This is an optimization exercise on Yosys and OpenROAD, whose aim is small area, not a production implementation. Function was not checked in any run shown here: the RTL went through the layout flow alone. Power and IR drop assume default switching activity.

### flow/run.sh
#!/bin/bash
# synth_recipe.tcl (not shown) runs the flow's synth.tcl, then flattens the netlist and writes it again
# the make line also repeats each setting of config.mk as NAME=value (left out here)
make -C /OpenROAD-flow-scripts/flow DESIGN_CONFIG=/design/flow/config.mk WORK_HOME=/design/flow/orfs CLKGATE_MAP_FILE= SYNTH_SCRIPT=/design/flow/synth_recipe.tcl finish
### flow/config.mk
export PLATFORM = sky130hd
export DESIGN_NAME = simpleos_core
export DESIGN_NICKNAME = simpleos_core
export VERILOG_FILES = /design/flow/design.v
export SDC_FILE = /design/flow/constraint.sdc
export NUM_CORES = 4
export LEC_CHECK = 0
export CAP_MARGIN = 20
export CORE_MARGIN = 2
export CORE_UTILIZATION = 40
export PLACE_DENSITY = 0.6
export SLEW_MARGIN = 20
### flow/constraint.sdc
create_clock -name core_clock -period 7.0 [get_ports {clk}]
set_input_delay 1.4000 -clock core_clock [delete_from_list [all_inputs] [get_ports {clk}]]
set_output_delay 1.4000 -clock core_clock [all_outputs]
set_load 0.01 [all_outputs]
### flow/design.v
module simpleos_core (
    input  wire        clk,
    input  wire        rst,           
    output wire        mem_req,
    output wire        mem_we,
    output wire [10:0] mem_addr,
    output wire [31:0] mem_wdata,
    input  wire        mem_ack,
    input  wire [31:0] mem_rdata,
    input  wire [6:0]  rnd_value,
    output wire        rnd_take,
    output wire        out_valid,
    output wire [1:0]  out_port,
    output wire [31:0] out_data,
    output wire        anom_valid,
    output wire [31:0] anom_pc,
    output wire [31:0] anom_op,
    output wire        halted,
    output wire [1:0]  halt_code,     
    output wire [31:0] halt_addr,
    output wire [31:0] reg_ac,
    output wire [31:0] reg_x,
    output wire [31:0] reg_y,
    output wire [31:0] reg_sp,
    output wire [31:0] reg_pc,
    output wire [31:0] reg_ir,
    output wire        reg_mode       
);
    localparam [4:0] S_INIT0 = 5'd0,    
                     S_INIT1 = 5'd1,    
                     S_F0    = 5'd2,    
                     S_F1    = 5'd3,    
                     S_F2    = 5'd4,    
                     S_O0    = 5'd5,    
                     S_O1    = 5'd6,    
                     S_O2    = 5'd7,    
                     S_E0    = 5'd8,
                     S_E1    = 5'd9,
                     S_E2    = 5'd10,
                     S_E3    = 5'd11,
                     S_E4    = 5'd12,
                     S_HFIX  = 5'd13,   
                     S_HALT  = 5'd14,
                     S_HEND  = 5'd15,   
                     S_C1    = 5'd16,   
                     S_C2    = 5'd17,   
                     S_C3    = 5'd18,   
                     S_C4    = 5'd19;   
    localparam [2:0] B_K  = 3'd0, B_AC = 3'd1, B_SP = 3'd2, B_PC = 3'd3,
                     B_IR = 3'd4, B_T  = 3'd5;
    localparam [2:0] K_0 = 3'd0, K_M1 = 3'd1, K_1000 = 3'd2, K_1500 = 3'd3,
                     K_1998 = 3'd4, K_1999 = 3'd5, K_RND = 3'd6, K_23 = 3'd7;
    reg  [4:0]  st;
    reg  [31:0] ac, x, y, sp, pc, ir, t;
    reg         mode;
    reg  [1:0]  hcode;
    reg        ax, ay, inva, cin, zr;
    reg  [2:0] bsel, ksel;
    reg        we_ac, we_x, we_y, we_sp, we_pc, we_ir, we_t;
    reg        acc, wr;
    reg  [4:0] nst;
    reg        set_kern, set_user;
    wire [4:0] op   = ir[4:0];
    wire       hi0  = (ir[31:6] == 26'd0);
    wire       lo31 = (ir[5] == 1'b0) && (ir[4:0] != 5'd0) && (ir[4:0] != 5'd31);
    wire       is_end   = hi0 && (ir[5:0] == 6'd50);
    wire       is_valid = hi0 && lo31;
    wire       has_opr  = (op <= 5'd5 && op != 5'd0 && op != 5'd6) || op == 5'd7 || op == 5'd9 ||
                          op == 5'd20 || op == 5'd21 || op == 5'd22 || op == 5'd23;
    wire       ac_zero  = (ac == 32'd0);
    wire       t_hi     = t[31] || (t[30:11] != 20'd0);
    wire       priv_f   = !mode && !t[31] && ((t[30:11] != 20'd0) || t[10:0] >= 11'd1000);
    wire       fault    = t_hi || t[10:0] >= 11'd2000 || priv_f;
    always @(*) begin
        ax = 1'b0; ay = 1'b0; inva = 1'b0; cin = 1'b0; zr = 1'b0;
        bsel = B_K; ksel = K_0;
        we_ac = 1'b0; we_x = 1'b0; we_y = 1'b0; we_sp = 1'b0;
        we_pc = 1'b0; we_ir = 1'b0; we_t = 1'b0;
        acc = 1'b0; wr = 1'b0;
        set_kern = 1'b0; set_user = 1'b0;
        nst = st;
        case (st)
            S_INIT0: begin
                we_ac = 1'b1; we_x = 1'b1; we_y = 1'b1; we_pc = 1'b1;
                nst = S_INIT1;
            end
            S_INIT1: begin
                ksel = K_1000; we_sp = 1'b1;
                nst = S_F0;
            end
            S_F0: begin
                bsel = B_PC; we_t = 1'b1;
                nst = S_F1;
            end
            S_F1: begin
                acc = 1'b1; zr = 1'b1; we_ir = mem_ack;
                if (mem_ack) nst = S_F2;
            end
            S_F2: begin
                bsel = B_PC; cin = 1'b1; we_pc = 1'b1;
                if (is_end)
                    nst = S_HEND;
                else if (!is_valid)
                    nst = S_F0;
                else if (has_opr)
                    nst = S_O0;
                else
                    nst = S_E0;
            end
            S_O0: begin
                bsel = B_PC; we_t = 1'b1;
                nst = S_O1;
            end
            S_O1: begin
                acc = 1'b1; zr = 1'b1; we_t = mem_ack;
                if (mem_ack) nst = S_O2;
            end
            S_O2: begin
                bsel = B_PC; cin = 1'b1; we_pc = 1'b1;
                nst = S_E0;
            end
            S_E0: begin
                nst = S_F0;
                case (op)
                    5'd1: begin bsel = B_T; we_ac = 1'b1; end
                    5'd2: begin acc = 1'b1; zr = 1'b1; we_ac = mem_ack; if (!mem_ack) nst = S_E0; end
                    5'd3: begin acc = 1'b1; zr = 1'b1; we_t = mem_ack; nst = mem_ack ? S_E1 : S_E0; end
                    5'd4: begin bsel = B_T; ax = 1'b1; we_t = 1'b1; nst = S_E1; end
                    5'd5: begin bsel = B_T; ay = 1'b1; we_t = 1'b1; nst = S_E1; end
                    5'd6: begin bsel = B_SP; ax = 1'b1; we_t = 1'b1; nst = S_E1; end
                    5'd7: begin acc = 1'b1; wr = 1'b1; bsel = B_AC; if (!mem_ack) nst = S_E0; end
                    5'd8: begin ksel = K_RND; we_ac = 1'b1; end
                    5'd9: ;
                    5'd10: begin bsel = B_AC; ax = 1'b1; we_ac = 1'b1; end
                    5'd11: begin bsel = B_AC; ay = 1'b1; we_ac = 1'b1; end
                    5'd12: begin bsel = B_AC; ax = 1'b1; inva = 1'b1; cin = 1'b1; we_ac = 1'b1; end
                    5'd13: begin bsel = B_AC; ay = 1'b1; inva = 1'b1; cin = 1'b1; we_ac = 1'b1; end
                    5'd14: begin bsel = B_AC; we_x = 1'b1; end
                    5'd15: begin ax = 1'b1; we_ac = 1'b1; end
                    5'd16: begin bsel = B_AC; we_y = 1'b1; end
                    5'd17: begin ay = 1'b1; we_ac = 1'b1; end
                    5'd18: begin bsel = B_AC; we_sp = 1'b1; end
                    5'd19: begin bsel = B_SP; we_ac = 1'b1; end
                    5'd20: begin bsel = B_T; we_pc = 1'b1; end
                    5'd21: begin bsel = B_T; we_pc = ac_zero; end
                    5'd22: begin bsel = B_T; we_pc = !ac_zero; end
                    5'd23: begin bsel = B_T; we_ir = 1'b1; nst = S_C1; end
                    5'd24, 5'd28: begin bsel = B_SP; we_t = 1'b1; nst = S_E1; end
                    5'd25: begin ax = 1'b1; cin = 1'b1; we_x = 1'b1; end
                    5'd26: begin ax = 1'b1; ksel = K_M1; we_x = 1'b1; end
                    5'd27: begin bsel = B_SP; inva = 1'b1; we_sp = 1'b1; we_t = 1'b1; nst = S_E1; end
                    5'd29: if (!mode) begin
                        ksel = K_1999; we_t = 1'b1; set_kern = 1'b1; nst = S_E1;
                    end
                    5'd30: if (mode) begin
                        bsel = B_SP; we_t = 1'b1; nst = S_E1;
                    end
                    default: ;
                endcase
            end
            S_E1: begin
                nst = S_F0;
                case (op)
                    5'd24, 5'd30: begin
                        acc = 1'b1; zr = 1'b1; we_pc = mem_ack; nst = mem_ack ? S_E2 : S_E1;
                    end
                    5'd27: begin acc = 1'b1; wr = 1'b1; bsel = B_AC; if (!mem_ack) nst = S_E1; end
                    5'd28: begin
                        acc = 1'b1; zr = 1'b1; we_ac = mem_ack; nst = mem_ack ? S_E2 : S_E1;
                    end
                    5'd29: begin acc = 1'b1; wr = 1'b1; bsel = B_SP; nst = mem_ack ? S_E2 : S_E1; end
                    default: begin    
                        acc = 1'b1; zr = 1'b1; we_ac = mem_ack; if (!mem_ack) nst = S_E1;
                    end
                endcase
            end
            S_E2: begin
                nst = S_F0;
                case (op)
                    5'd29: begin ksel = K_1998; we_sp = 1'b1; we_t = 1'b1; nst = S_E3; end
                    5'd30: begin bsel = B_SP; cin = 1'b1; we_sp = 1'b1; we_t = 1'b1; nst = S_E3; end
                    default: begin bsel = B_SP; cin = 1'b1; we_sp = 1'b1; end    
                endcase
            end
            S_E3: begin
                nst = S_F0;
                case (op)
                    5'd29: begin acc = 1'b1; wr = 1'b1; bsel = B_PC; nst = mem_ack ? S_E4 : S_E3; end
                    default: begin    
                        acc = 1'b1; zr = 1'b1; we_sp = mem_ack; set_user = mem_ack;
                        if (!mem_ack) nst = S_E3;
                    end
                endcase
            end
            S_E4: begin    
                ksel = K_1500; we_pc = 1'b1;
                nst = S_F0;
            end
            S_C1: begin
                bsel = B_SP; inva = 1'b1; we_sp = 1'b1; we_t = 1'b1;
                nst = S_C2;
            end
            S_C2: begin
                acc = 1'b1; wr = 1'b1; bsel = B_PC;
                if (mem_ack) nst = S_C3;
            end
            S_C3: begin
                bsel = B_IR; we_pc = 1'b1;
                nst = S_C4;
            end
            S_C4: begin
                ksel = K_23; we_ir = 1'b1;
                nst = S_F0;
            end
            S_HEND: begin
                we_t = 1'b1;
                nst = S_HALT;
            end
            S_HFIX: begin
                ksel = K_23; we_ir = 1'b1;
                nst = S_HALT;
            end
            default: ;    
        endcase
        if (acc && fault) begin
            we_ac = 1'b0; we_x = 1'b0; we_y = 1'b0; we_sp = 1'b0;
            we_pc = 1'b0; we_ir = 1'b0; we_t = 1'b0;
            set_user = 1'b0;
            nst = (st == S_C2) ? S_HFIX : S_HALT;
        end
    end
    reg [31:0] kval;
    always @(*) begin
        case (ksel)
            K_0:    kval = 32'd0;
            K_M1:   kval = 32'hFFFF_FFFF;
            K_1000: kval = 32'd1000;
            K_1500: kval = 32'd1500;
            K_1998: kval = 32'd1998;
            K_1999: kval = 32'd1999;
            K_RND:  kval = {25'd0, rnd_value};
            default: kval = 32'd23;
        endcase
    end
    reg [31:0] bval;
    always @(*) begin
        case (bsel)
            B_AC:    bval = ac;
            B_SP:    bval = sp;
            B_PC:    bval = pc;
            B_IR:    bval = ir;
            B_T:     bval = t;
            default: bval = kval;
        endcase
    end
    wire [31:0] aval = ({32{ax}} & x) | ({32{ay}} & y);
    wire [31:0] sum  = (aval ^ {32{inva}}) + bval + {31'd0, cin};
    wire [31:0] z    = zr ? mem_rdata : sum;
    always @(posedge clk) begin
        if (we_ac) ac <= z;
        if (we_x)  x  <= z;
        if (we_y)  y  <= z;
        if (we_sp) sp <= z;
        if (we_pc) pc <= z;
        if (we_ir) ir <= z;
        if (we_t)  t  <= z;
    end
    always @(posedge clk) begin
        if (rst) begin
            st    <= S_INIT0;
            mode  <= 1'b0;
        end else begin
            st <= nst;
            if (set_kern) mode <= 1'b1;
            if (set_user) mode <= 1'b0;
            if (acc && fault) hcode <= priv_f ? 2'd1 : 2'd2;
            if (st == S_HEND) hcode <= 2'd0;
        end
    end
    assign mem_req   = acc && !fault;
    assign mem_we    = wr;
    assign mem_addr  = t[10:0];
    assign mem_wdata = bval;
    assign rnd_take   = (st == S_E0) && (op == 5'd8);
    assign out_valid  = (st == S_E0) && (op == 5'd9) && (t == 32'd1 || t == 32'd2);
    assign out_port   = t[1:0];
    assign out_data   = ac;
    assign anom_valid = (st == S_F2) && !is_valid && !is_end;
    assign anom_pc    = t;
    assign anom_op    = ir;
    assign halted    = (st == S_HALT);
    assign halt_code = hcode;
    assign halt_addr = t;
    assign reg_ac    = ac;
    assign reg_x     = x;
    assign reg_y     = y;
    assign reg_sp    = sp;
    assign reg_pc    = pc;
    assign reg_ir    = ir;
    assign reg_mode  = mode;
endmodule
==> results.txt, run 1 <==
DR vias/cell 6.01; Starting Density 0.408; pin count of the biggest net entering global routing 38; period utilization 0.919; clk_skew 0.0111 ns; Period minus WS final 6.43 ns; Avg Inst Size Synth 10.8 um2; Slew Viols, Final 0; Syn Nets 1,307; Setup Buffers After CTS 0; Cell Area, Synth 13,300 um2; Synth-to-Final Area Change 36.7%; PostCTS Resize Cnt 0; GRT overflow 0; Die Wd 186 um; critical path, cell by cell or3b_1, nor3_4, nand3_1, o221ai_1, mux2i_1, nand3_1, ha_1, and3_1, a221oi_1, a2111oi_0, buf_4, o311a_1, o21ai_1, a31oi_1, buf_4, o41ai_1, mux2i_1, nand3_1; static leakage 6.61 nW; worst skew pair latency 0.55 ns; CTS tree done; gr usage total 0.324; I/O pin count 416; Die Y 186 um; sequential share of the synthesized area 0.519; H-tree depth 1; DRC 0; IO Port Bufs 415; clk sinks 232; Max FO, Critical Path 15; Worst-path clk slew 0.06 ns; RePlAce Congestion 0.929; Post-Syn Instances 1,233; RSZ-0062 raised after global routing false; antenna cells 0; MaxCap Viol Count 0; Vias 12,100; CTS max path bufs 3; Fin. Hold Viols 0; Nets 1,622; Post-CTS Hold Buffers 0; setup TNS 0 ns; Synth area leaders edfxtp_1 (51%), buf_4 (6.1%), nand2_1 (3.5%), xnor2_1 (3.0%), ha_1 (2.8%); status complete, no violations; CORE AREA 32,600 um2; Top FF cell, synth edfxtp_1; initial antenna violation count 0; Worst Setup End Kind register; WL/cell 29.1 um; Post-synth EDFFs 226; Post-DP HPWL 44,100 um; CP Class register to register; Yosys top cell by area edfxtp_1; Routed WL 58,400 um; achievable clock frequency 0.155 GHz; worst slew pin tran 1.06 ns; YS warnings 1; share of the synthesized area in the top cell type 0.510; worst-path cell with the longest stage delay or3b_1; Rows 66; Critical Path RT 7.23 ns; pwr/cell area 538 nW/um2; Die Footprint 34,700 um2; Worst path max stage delay 0.60 ns; Final ANT Viol Nets 0; Iter 0 DRT Violations 1,286; WHS 0.595 ns; root buf cell clkbuf_16; Critical Path Source Type register; DRT Pass-1 Iters 8; relative max-transition margin 0.289; vias in the first global route 12,000; Peak VDD IR 0.369 mV; cell mode on critical path nand3_1; Hold Crit Class register to register; Finished Layout Cells 2,007; Setup Viol. Count Final 0; total CTS buffers 25; Worst Path Arrival 6.66 ns; register bit total from synthesis 232; ys async rst share 0; placed insts 1,963; Synth cell types 81; first-pass GRT wire length 83,500 um; share of layout cells above drive strength 1 0.0716
worst max-delay path: cells and delay by family (launching register included):
family | cells | cell delay [ns]
buffers and inverters | 2 | 0.33
adders and majority gates | 1 | 0.41
AOI/OAI and AO/OA | 7 | 2.26
DFF | 1 | 0.45
muxes | 2 | 0.74
and+or+nand+nor | 6 | 1.93
cell usage in the layout, fill, tap and decap left out, types with 12 or more instances in the layout:
| cell | synthesis | routed |
|---|---|---|
| nand2_1 | 124 | 122 |
| nor3_1 | 16 | 16 |
| xnor2_1 | 45 | 45 |
| nand2b_1 | 19 | 19 |
| a221o_1 | 35 | 35 |
| a22oi_1 | 49 | 49 |
| clkbuf_16 | 0 | 25 |
| clkdlybuf4s50_1 | 0 | 415 |
| nor4_1 | 21 | 21 |
| a21o_1 | 15 | 15 |
| nand3_1 | 36 | 36 |
| nand4_1 | 13 | 13 |
| buf_4 | 109 | 51 |
| inv_1 | 22 | 22 |
| xor2_1 | 12 | 12 |
| a21oi_1 | 62 | 60 |
| ha_1 | 30 | 30 |
| edfxtp_1 | 226 | 226 |
| o21ai_0 | 67 | 66 |
| nor2_1 | 65 | 64 |
logic make-up after synthesis:
family,count (synthesis),synth area share
compound gates,345,0.185
xor+xnor,57,0.0375
fa+ha+maj,32,0.0312
buf+inv,201,0.0889
flops,232,0.519
mux,5,0.00385
simple gates,361,0.134
cells in the mapped netlist (all sizes together), types with 11 or more instances:
cell and count:
a22oi 49, nor3 18, nand3 36, xnor2 45, nor2 67, nor4 21
clkbuf 45, nand2 124, and3 11, nand2b 19, buf 133, a211oi 12
a221o 35, inv 22, edfxtp 226, xor2 12, a31oi 12, a21oi 62
o21ai 69, nand4 13, a21o 15, ha 30
report_power, final:
part | leakage (nW) | switching (W) | internal (W)
Clock | 0.379 | 0.000570 | 0.000699
Combinational | 3.99 | 0.00292 | 0.00216
Sequential | 2.24 | 0.000670 | 0.00277
through the flow:
stage	power [W]	worst slack (ns)	utilization	instance area (um2)
5_1_grt	0.0102	0.00395	0.558	18200
4_1_cts	0.00975	0.615	0.558	18200
3_5_place_dp	0.00846	0.659	0.534	17400
6_report	0.00979	0.568	0.558	18200
2_1_floorplan	0.00560	1.56	-	13300
3_3_place_gp	0.00848	0.749	0.534	17400
per-layer routing:
metal,track usage,up-vias,share of wire
li1,-,5247,-
met1,0.436,5966,0.41
met2,0.529,750,0.47
met3,0.0579,104,0.089
met4,0.110,0,0.036
met5,0,-,0
layout make-up:
type	instances	area, um2
sequential	232	6910
multi-input combinational	800	5340
timing repair buffer	466	4540
fill	2802	14400
inverter	23	86.3
tap	442	553
clock inverter	14	118
clock buffer	30	644
flip-flops by register name (all words and copies together), names as in the netlist:
name / count
ir: 32
y: 32
t: 32
st: 5
pc: 32
ac: 32
mode: 1
hcode: 2
x: 32
sp: 32
final timing paths:
check        start      to  slack (ns)  cells after the start
max reg2reg  st[2]  sp[30]        0.57                     18
min          st[4]   st[4]        0.60                      2
max          st[2]  sp[30]        0.57                     18
min reg2reg  st[4]   st[4]        0.60                      2
==> inputs of run 2 (changes only) <==
==> flow/flow/run.sh (new file) <==
#!/bin/bash
# The standard ORFS layout, with the smallest buffer on every port instead of
# the delay-cell buffers buffer_ports picks by default.
set -euo pipefail
export BUFFER_PORTS_ARGS="-buffer_cell sky130_fd_sc_hd__buf_1"
bash standard.sh > standard.log 2>&1
==> flow/standard.sh (new file) <==
#!/bin/bash
# synth_recipe.tcl (not shown) runs the flow's synth.tcl, then flattens the netlist and writes it again
# the make line also repeats each setting of config.mk as NAME=value (left out here)
make -C /OpenROAD-flow-scripts/flow DESIGN_CONFIG=/design/flow/config.mk WORK_HOME=/design/flow/orfs CLKGATE_MAP_FILE= SYNTH_SCRIPT=/design/flow/synth_recipe.tcl "${@:-finish}"
--- a/flow/config.mk
+++ b/flow/config.mk
@@ -10,2 +10,3 @@
 export CORE_UTILIZATION = 40
+export CTS_BUF_LIST = sky130_fd_sc_hd__clkbuf_4
 export PLACE_DENSITY = 0.6
removed: flow/run.sh
==> run 2 against run 1 <==
Compared with the run above:
- highest routed layer unchanged
- critical endpoint is now ir[30]
- die area did not move
- clock skew rose by 0.037 ns
- register-to-register slack got worse by 0.09 ns
==> results.txt, run 2 <==
period utilization 0.931 (+0.0126); setup TNS 0 ns (unchanged); Post-CTS Hold Buffers 0 (unchanged); RePlAce Congestion 0.955 (+2.7%); sequential share of power 0.404 (+0.053); initial antenna violation count 1 (+1); Critical Path RT 7.37 ns (+0.14 ns); Post-synth EDFFs 226 (unchanged); Logic pwr share 0.459 (-0.060); Post-DP HPWL 41,300 um (-6.3%); Die Footprint 34,700 um2 (unchanged); cell mode on critical path nand3_1; commonest cells in the netlist edfxtp_1 (226), nand2_1 (124), buf_4 (109), o21ai_0 (67), nor2_1 (65); placed insts 1,958 (-0.25%); DR vias/cell 5.99 (-0.30%); first-pass GRT wire length 79,400 um (-4.9%); Vias 12,400 (+2.9%); Max FO, Critical Path 11 (-4); Starting Density 0.408 (unchanged); Avg Inst Size Synth 10.8 um2 (unchanged); CTS max path bufs 3 (unchanged); relative max-transition margin 0.220 (-0.0693); share of the synthesized area in the top cell type 0.510 (unchanged); YS warnings 1 (unchanged); WL/cell 26.9 um (-7.7%); count leader, synth edfxtp_1; DRC 0 (unchanged); root buf cell clkbuf_4; commonest non-fill, non-tap cells in the layout buf_1 (415), edfxtp_1 (226), nand2_1 (122), clkbuf_4 (79), o21ai_0 (65); pin count of the biggest net entering global routing 38 (unchanged); register bit total from synthesis 232 (unchanged); Finished Layout Cells 2,071 (+3.2%); Die Wd 186 um (unchanged); Hold Crit Class register to register; Fin. Hold Viols 0 (unchanged); Syn Nets 1,307 (unchanged); Setup Buffers After CTS 0 (unchanged); achievable clock frequency 0.153 GHz (-1.3%); PostCTS Resize Cnt 0 (unchanged); pwr/cell area 551 nW/um2 (+2.4%); Worst-path clk slew 0.07 ns (about the same); Cell Area, Synth 13,300 um2 (unchanged); Post-Syn Instances 1,233 (unchanged); static leakage 5.56 nW (-16%); clk sinks 232 (unchanged); worst slew pin tran 1.16 ns (+0.101 ns); Top FF cell, synth edfxtp_1; Nets 1,653 (+1.9%); Int Pwr 0.00440 W (-22%); Setup Viol. Count Final 0 (unchanged); Slew Viols, Final 0 (unchanged); Clock power frac 0.136 (+0.006); share of layout cells above drive strength 1 0.101 (+0.0292); vias in the first global route 11,500 (-3.8%); worst skew pair latency 0.72 ns (+0.17 ns); Routed WL 55,700 um (-4.7%); I/O pin count 416 (unchanged); RSZ-0062 raised after global routing false; Critical Path Source Type register; ys async rst share 0 (unchanged); status complete, no violations; hold path depth 2 (unchanged); DRT Pass-1 Iters 9 (+1); Synth cell types 81 (unchanged); Peak VDD IR 0.261 mV (-29%); worst r2r path cells 18 (unchanged); Synth-to-Final Area Change 16.9%; Iter 0 DRT Violations 1,771 (+38%); commonest non-fill, non-tap cell in the layout buf_1; Worst path max stage delay 0.58 ns (-0.02 ns); CTS tree done; Period minus WS final 6.52 ns (+0.0879 ns); Final ANT Viol Nets 0 (unchanged); GRT overflow 0 (unchanged); Rows 66 (unchanged); sw power 0.00417 W (+0.20%); Worst Setup End Kind register; worst-path cell with the longest stage delay or3b_1; Die Y 186 um (unchanged); IO Port Bufs 415 (unchanged); Yosys top cell by area edfxtp_1; gr usage total 0.309 (-0.0154); CP Class register to register; Worst Path Arrival 6.89 ns (+0.23 ns); clk_skew 0.0478 ns (+0.0367 ns); H-tree depth 2 (+1); MaxCap Viol Count 0 (unchanged); CORE AREA 32,600 um2 (unchanged); sequential share of the synthesized area 0.519 (unchanged); critical path, cell by cell or3b_1, nor3_4, nand3_1, o221ai_1, mux2i_1, nand3_1, ha_1, and3_1, a221oi_1, a2111oi_0, buf_4, o311a_1, o21ai_1, a31oi_1, buf_4, o41ai_1, mux2i_1, nand3_1; Synth area leaders edfxtp_1 (51%), buf_4 (6.1%), nand2_1 (3.5%), xnor2_1 (3.0%), ha_1 (2.8%); switch share 0.487 (+0.0611); total CTS buffers 61 (+140%)
[run 2: cell counts after synthesis]
Identical to the previous run, type by type.
[run 2: cell families after synthesis]
family	Yosys count	synth area share
XOR/XNOR	57	0.0375
buffers and inverters	201	0.0889
flip-flops	232	0.519
AND/OR/NAND/NOR	361	0.134
adder cells (fa/ha/maj)	32	0.0312
multiplexers	5	0.00385
AO/OA/AOI/OAI	345	0.185
[run 2: routing by layer]
layer  vias to the layer above  GRT usage  wire [um]
li1                       5374          -          -
met1                      6014      0.416      22000
met2                       891      0.490      25700
met3                       136     0.0542       5570
met4                         0      0.135       2380
met5                         -          0          0
[run 2: power by group through the flow]
stage               clock network (W)  registers, W  logic (W)
floorplan                           0       0.00342    0.00218
global placement                    0       0.00347    0.00390
detailed placement                  0       0.00346    0.00389
CTS                           0.00119       0.00344    0.00391
global route                  0.00126       0.00350    0.00419
finish                        0.00117       0.00347    0.00394
[run 2: worst paths after layout]
check / endpoint / slack, ns / startpoint
worst min-delay path: mode / 0.69 / mode
worst max register to register: ir[30] / 0.48 / st[2]
worst max-delay path: ir[30] / 0.48 / st[2]
worst min register to register: mode / 0.69 / mode
[run 2: critical path, delay by kind of cell, from the launching register on]
kind | cells | cell delay [ns]
AND/OR/NAND/NOR | 6 | 1.86
flip-flops | 1 | 0.42
adder cells (fa/ha/maj) | 1 | 0.40
buffers and inverters | 2 | 0.35
AO/OA/AOI/OAI | 7 | 2.43
multiplexers | 2 | 0.73
[run 2: per-stage QoR]
stage	utilization	instance area (um2)	total power, W	setup WS, ns	hold slack (ns)
floorplan	-	13300	0.00560	1.56	0.582
global placement	0.453	14800	0.00737	0.734	0.657
detailed placement	0.453	14800	0.00735	0.504	0.659
CTS	0.477	15600	0.00854	0.455	0.679
global route	0.477	15600	0.00895	0.0605	0.728
finish	0.477	15600	0.00857	0.480	0.692
[run 2: final cells by class]
cell class              instances  area (um2)
clock inverters                33         169
inverters                      23        86.3
fillers                      3119       17100
multi-input cells             800        5340
well taps                     442         553
flip-flops and latches        232        6910
repair buffers                461        1900
clock buffers                  79         593
diodes                          1        2.50

## afterwards: timing with drivers on the ports
Ports are ideal in the flow. The routed layouts listed here were re-timed in OpenROAD. Step 1 (the two cells are an assumption about what drives the block):
set clk [get_ports {clk}]
set_driving_cell -lib_cell sky130_fd_sc_hd__clkbuf_16 $clk
set_driving_cell -lib_cell sky130_fd_sc_hd__buf_2 [delete_from_list [all_inputs] $clk]
Step 2 adds t to the input delays and takes it off the output delays; t is the mean of the earliest and latest rising clock arrival at the registers after step 1. Input paths then give back, and output paths get back, about the clock's delay inside the block. a / b / c = ideal ports / drivers / drivers and shift; a / b = the first two.
run | shift t [ns] | setup slack, ns | hold WS [ns] | worst setup path after step 2 | slew at the worst register clock pin (ns)
run 1 | 0.593 | 0.568 / 0.568 / 0.568 | 0.595 / 0.595 / 0.595 | register to register | 0.07 / 0.07
run 2 | 0.749 | 0.480 / 0.480 / 0.480 | 0.692 / 0.692 / 0.692 | register to register | 0.08 / 0.08
After both steps setup and hold are still met in every run listed.
